Source: an optimization exercise on an open RTL-to-GDS flow (aim: small area, a short achievable clock period and few clock cycles per item). Production flows keep margins and buffers that such runs may drop.
Function was checked by simulation only, so behaviour that the tests miss may differ from the original.

Setup of old:
==> flow/design.v <==
module frame_decoder #(
    parameter MAX_LEN = 64
) (
    input  wire       clk,
    input  wire       rst,
    input  wire       rx_valid,
    output wire       rx_ready,
    input  wire [7:0] rx_data,
    output reg        out_valid,
    input  wire       out_ready,
    output reg  [7:0] out_data,
    output reg  [1:0] out_status,
    output reg        out_last
);
    localparam MAX_SPAN = MAX_LEN + 3;   
    localparam P        = MAX_LEN;       
    localparam R        = P + 2;         
    localparam QD       = 8;             
    localparam ST_OK      = 2'd0;
    localparam ST_BAD     = 2'd1;
    localparam ST_BAD_CRC = 2'd2;
    function [15:0] crc_step(input [15:0] c, input [7:0] b);
        reg [7:0] x;
        begin
            x = c[15:8] ^ b;
            x = x ^ (x >> 4);
            crc_step = (c << 8) ^ ({8'd0, x} << 12) ^ ({8'd0, x} << 5) ^ {8'd0, x};
        end
    endfunction
    reg        rdy;        
    reg        h0;         
    reg [7:0]  d0;
    reg        z0;         
    reg        w_ok;       
    reg        hunt;
    reg [6:0]  slen;       
    reg        s0;         
    reg        sf;         
    reg [6:0]  cnt;        
    reg        c0;         
    reg [5:0]  nt;         
    reg [7:0]  u_new;      
    reg [7:0]  u_old;      
    reg [15:0] crc;        
    reg        in_dp;      
    reg [8:0]  ring [0:R-1];   
    reg [6:0]  wl;         
    reg        wl_last;    
    reg [6:0]  rl;         
    reg        rl0;        
    reg        l0;         
    reg        l1;         
    reg        lfull;      
    reg        ldir;       
    reg [QD-1:0] q;        
    reg [QD-1:0] qv;       
    assign rx_ready = rdy;
    wire       q_ne    = qv[0];
    wire       go      = h0 & rdy;     
    wire       enter   = go & hunt & z0;
    wire       acc     = go & ~hunt;
    wire       take    = acc & ~z0 & ~sf;
    wire       emit    = take & ~(c0 & s0);
    wire [7:0] e       = c0 ? 8'h00 : d0;
    wire       dwr     = emit & nt[1];
    wire       close   = acc & z0 & ~s0;
    wire       over    = acc & ~z0 & sf;
    wire       bad     = ~c0 | ~nt[5];
    wire       crc_ok  = (crc == {u_new, u_old});
    wire [1:0] verdict = (over | bad) ? ST_BAD : crc_ok ? ST_OK : ST_BAD_CRC;
    wire       mark    = close | over;
    wire       wr      = w_ok & (dwr | mark | ~in_dp);
    wire [8:0] wdata   = dwr  ? {1'b1, u_old} :
                         mark ? {1'b0, 5'd0, 1'b1, verdict} : 9'd0;
    wire [8:0] s       = ring[P];
    wire       s_byte  = s[8];
    wire       s_mark  = ~s[8] & s[2];
    wire       s_fill  = ~s[8] & ~s[2];
    wire       room    = ~out_valid | out_ready;
    wire       r_at    = rl0 & ~l0;
    wire       nx_mark = ~ring[P-1][8] & ring[P-1][2];    
    wire       c_byte  = s_byte & q_ne & ~l1 & (~q[0] | room);
    wire       c_mark  = s_mark & q_ne & (q[0] | room);
    wire       rd      = r_at & (s_fill | c_byte | c_mark);
    wire       emit_d  = r_at & s_byte & q_ne & ~l1 & q[0] & room;
    wire       emit_e  = r_at & s_mark & q_ne & ~q[0] & room;
    wire       emit_m  = r_at & c_mark;                    
    integer k;
    always @(posedge clk) begin
        ring[0] <= wr ? wdata : ring[R-1];
        for (k = 1; k < R; k = k + 1) ring[k] <= ring[k-1];
    end
    wire       up      = wr & ~rd;
    wire       dn      = ~wr & rd;
    wire [6:0] wl_i    = wl_last ? 7'd0 : wl + 1'b1;
    wire       lz_n    = up ? (rl == 7'd0) : dn ? (wl == R - 2) : (l0 | lfull);
    wire       ldir_n  = up | (ldir & ~dn);
    wire       full_n  = lz_n & ldir_n;
    wire       l0_n    = lz_n & ~ldir_n;
    wire       l1_n    = up ? l0 : dn ? (wl == R - 3) : l1;
    wire       w_ok_n  = (wr | wl_last) & ~full_n;
    wire       okb     = (verdict == ST_OK);
    wire       q_ok_n  = ~qv[QD-2];          
    wire       h0_n    = rdy ? rx_valid : h0;
    always @(posedge clk) begin
            if (enter) begin
                slen <= 7'd0;
                s0   <= 1'b1;
                sf   <= 1'b0;
                cnt  <= 7'd0;
                c0   <= 1'b1;
                nt   <= 6'd0;
                crc  <= 16'hFFFF;
            end
            if (take) begin
                slen <= slen + 1'b1;
                s0   <= 1'b0;
                sf   <= (slen == MAX_SPAN - 1);
                if (c0) begin
                    cnt <= d0[7] ? 7'h7F : (d0[6:0] - 1'b1);
                    c0  <= (d0 == 8'h01);
                end else begin
                    cnt <= cnt - 1'b1;
                    c0  <= (cnt == 7'd1);
                end
            end
            if (emit) begin
                if (nt[1]) crc <= crc_step(crc, u_old);
                u_old <= u_new;
                u_new <= e;
                nt    <= {nt[4:0], 1'b1};
            end
    end
    integer j;
    always @(posedge clk) begin
        if (rst) begin
            rdy   <= 1'b1;
            h0    <= 1'b0;
            w_ok  <= 1'b1;
            hunt  <= 1'b1;
            in_dp <= 1'b0;
            wl    <= 7'd0;
            wl_last <= 1'b0;
            rl    <= R - P - 1;
            rl0   <= 1'b0;
            l0    <= 1'b1;
            l1    <= 1'b0;
            lfull <= 1'b0;
            ldir  <= 1'b0;
            qv    <= {QD{1'b0}};
            out_valid <= 1'b0;
        end else begin
            rdy <= ~h0_n | (w_ok_n & q_ok_n);
            h0  <= h0_n;
            if (rdy) begin
                d0 <= rx_data;
                z0 <= (rx_data == 8'h00);
            end
            if (enter) hunt <= 1'b0;
            if (mark)  hunt <= 1'b1;
            if (dwr)  in_dp <= 1'b1;
            if (mark) in_dp <= 1'b0;
            wl      <= wr ? 7'd0 : wl_i;
            wl_last <= ~wr & (wl == R - 2);
            l0      <= l0_n;
            l1      <= l1_n;
            lfull   <= full_n;
            ldir    <= ldir_n;
            w_ok    <= w_ok_n;
            for (j = 0; j < QD; j = j + 1) begin
                if (mark && (emit_m ? (qv[j] && (j == QD - 1 || !qv[j+1]))
                                    : ((j == 0 || qv[j-1]) && !qv[j])))
                    q[j] <= okb;
                else if (emit_m)
                    q[j] <= (j == QD - 1) ? 1'b0 : q[j+1];
                if (emit_m)
                    qv[j] <= (j == QD - 1) ? mark & qv[j] : (qv[j+1] | (mark & qv[j]));
                else
                    qv[j] <= qv[j] | (mark & (j == 0 || qv[j-1]));
            end
            rl  <= rd ? 7'd0 : (rl == R - 1) ? 7'd0 : rl + 1'b1;
            rl0 <= rd | (rl == R - 1);
            if (room) begin
                out_valid  <= emit_d | emit_e;
                out_data   <= s[7:0];
                out_status <= emit_e ? s[1:0] : ST_OK;
                out_last   <= emit_e | nx_mark;
            end
        end
    end
endmodule
Settings: LEC_CHECK=0, ABC_AREA=1, CAP_MARGIN=20, CORE_MARGIN=2, CORE_UTILIZATION=60, CTS_CLUSTER_DIAMETER=70, CTS_CLUSTER_SIZE=26, PLACE_DENSITY=0.75, SETUP_SLACK_MARGIN=3.7, SLEW_MARGIN=20; clock period 6.0 ns.
run.sh (not shown) runs the stock make flow with config.mk's settings and CLKGATE_MAP_FILE= SYNTH_SCRIPT=/design/flow/synth_recipe.tcl, a recipe that flattens the netlist after the stock synthesis.
Testbench counts of old, summed over its fixed seeds: cycles 46,882, frames 1,200.
Modified inputs, new compared to old
diff --git a/flow/design.v b/flow/design.v
--- a/flow/design.v
+++ b/flow/design.v
@@ -13,9 +13,9 @@
     output reg        out_last
 );
     localparam MAX_SPAN = MAX_LEN + 3;   
-    localparam P        = MAX_LEN;       
+    localparam P        = MAX_LEN - 1;   
     localparam R        = P + 2;         
-    localparam QD       = 8;             
+    localparam QD       = 6;             
     localparam ST_OK      = 2'd0;
     localparam ST_BAD     = 2'd1;
     localparam ST_BAD_CRC = 2'd2;
@@ -49,11 +49,12 @@
     reg [6:0]  rl;         
     reg        rl0;        
     reg        l0;         
-    reg        l1;         
     reg        lfull;      
     reg        ldir;       
     reg [QD-1:0] q;        
     reg [QD-1:0] qv;       
+    reg        hv;         
+    reg [7:0]  hd;
     assign rx_ready = rdy;
     wire       q_ne    = qv[0];
     wire       go      = h0 & rdy;     
@@ -78,13 +79,11 @@
     wire       s_fill  = ~s[8] & ~s[2];
     wire       room    = ~out_valid | out_ready;
     wire       r_at    = rl0 & ~l0;
-    wire       nx_mark = ~ring[P-1][8] & ring[P-1][2];    
-    wire       c_byte  = s_byte & q_ne & ~l1 & (~q[0] | room);
-    wire       c_mark  = s_mark & q_ne & (q[0] | room);
+    wire       c_byte  = s_byte & (~hv | (q_ne & (~q[0] | room)));
+    wire       c_mark  = s_mark & q_ne & room;
     wire       rd      = r_at & (s_fill | c_byte | c_mark);
-    wire       emit_d  = r_at & s_byte & q_ne & ~l1 & q[0] & room;
-    wire       emit_e  = r_at & s_mark & q_ne & ~q[0] & room;
-    wire       emit_m  = r_at & c_mark;                    
+    wire       emit_h  = r_at & s_byte & hv & q_ne & q[0] & room;
+    wire       emit_m  = r_at & c_mark;
     integer k;
     always @(posedge clk) begin
         ring[0] <= wr ? wdata : ring[R-1];
@@ -97,7 +96,6 @@
     wire       ldir_n  = up | (ldir & ~dn);
     wire       full_n  = lz_n & ldir_n;
     wire       l0_n    = lz_n & ~ldir_n;
-    wire       l1_n    = up ? l0 : dn ? (wl == R - 3) : l1;
     wire       w_ok_n  = (wr | wl_last) & ~full_n;
     wire       okb     = (verdict == ST_OK);
     wire       q_ok_n  = ~qv[QD-2];          
@@ -144,10 +142,10 @@
             rl    <= R - P - 1;
             rl0   <= 1'b0;
             l0    <= 1'b1;
-            l1    <= 1'b0;
             lfull <= 1'b0;
             ldir  <= 1'b0;
             qv    <= {QD{1'b0}};
+            hv    <= 1'b0;
             out_valid <= 1'b0;
         end else begin
             rdy <= ~h0_n | (w_ok_n & q_ok_n);
@@ -163,7 +161,6 @@
             wl      <= wr ? 7'd0 : wl_i;
             wl_last <= ~wr & (wl == R - 2);
             l0      <= l0_n;
-            l1      <= l1_n;
             lfull   <= full_n;
             ldir    <= ldir_n;
             w_ok    <= w_ok_n;
@@ -180,11 +177,16 @@
             end
             rl  <= rd ? 7'd0 : (rl == R - 1) ? 7'd0 : rl + 1'b1;
             rl0 <= rd | (rl == R - 1);
+            if (rd & s_byte) begin
+                hv <= 1'b1;
+                hd <= s[7:0];
+            end
+            if (emit_m) hv <= 1'b0;
             if (room) begin
-                out_valid  <= emit_d | emit_e;
-                out_data   <= s[7:0];
-                out_status <= emit_e ? s[1:0] : ST_OK;
-                out_last   <= emit_e | nx_mark;
+                out_valid  <= emit_h | emit_m;
+                out_data   <= hd;
+                out_status <= emit_m ? s[1:0] : ST_OK;
+                out_last   <= emit_m;
             end
         end
     end
[summary]
new vs old: pin slew with the least headroom to its limit up in new. Reported for new and old, count of clock-net buffers in the final layout turned out identical to the last digit. Non-clock inverter count in the final layout: new lower than old. Summary of new over old: hold slack shows no meaningful change; fraction of area in clock buffers and inverters moved down; total number of vias now smaller.
Testbench counts of new, summed over its fixed seeds: cycles 46,885, frames 1,200.

-- separate check: timing with driven ports --
How much do the figures lean on ideal ports? The routed layouts below were timed once more, with nothing changed but the port constraints.
Step 1: set_driving_cell puts a clkbuf_16 on clk and a buf_2 on each other input, an assumption about the parent block.
Step 2 adds t to the input delays and takes it off the output delays; t is the mean of the earliest and latest rising clock arrival at the registers after step 1. Input paths then give back, and output paths get back, about the clock's delay inside the block.
a / b / c = ideal / step 1 / step 2; a / b = the first two.
run	t, ns	setup WS [ns]	worst hold slack (ns)	clock arrival spread, ns	worst data-port slew with drivers (ns)
old	0.579	3.698 / 3.652 / 3.255	0.319 / 0.319 / 0.319	0.020 / 0.019	0.03
new	0.577	3.717 / 3.669 / 3.392	0.322 / 0.322 / 0.322	0.027 / 0.027	0.04
After both steps every run listed still meets setup and hold. The setup slack of old, which loses most, moves by -0.046 ns with the drivers and by -0.443 ns with both steps.
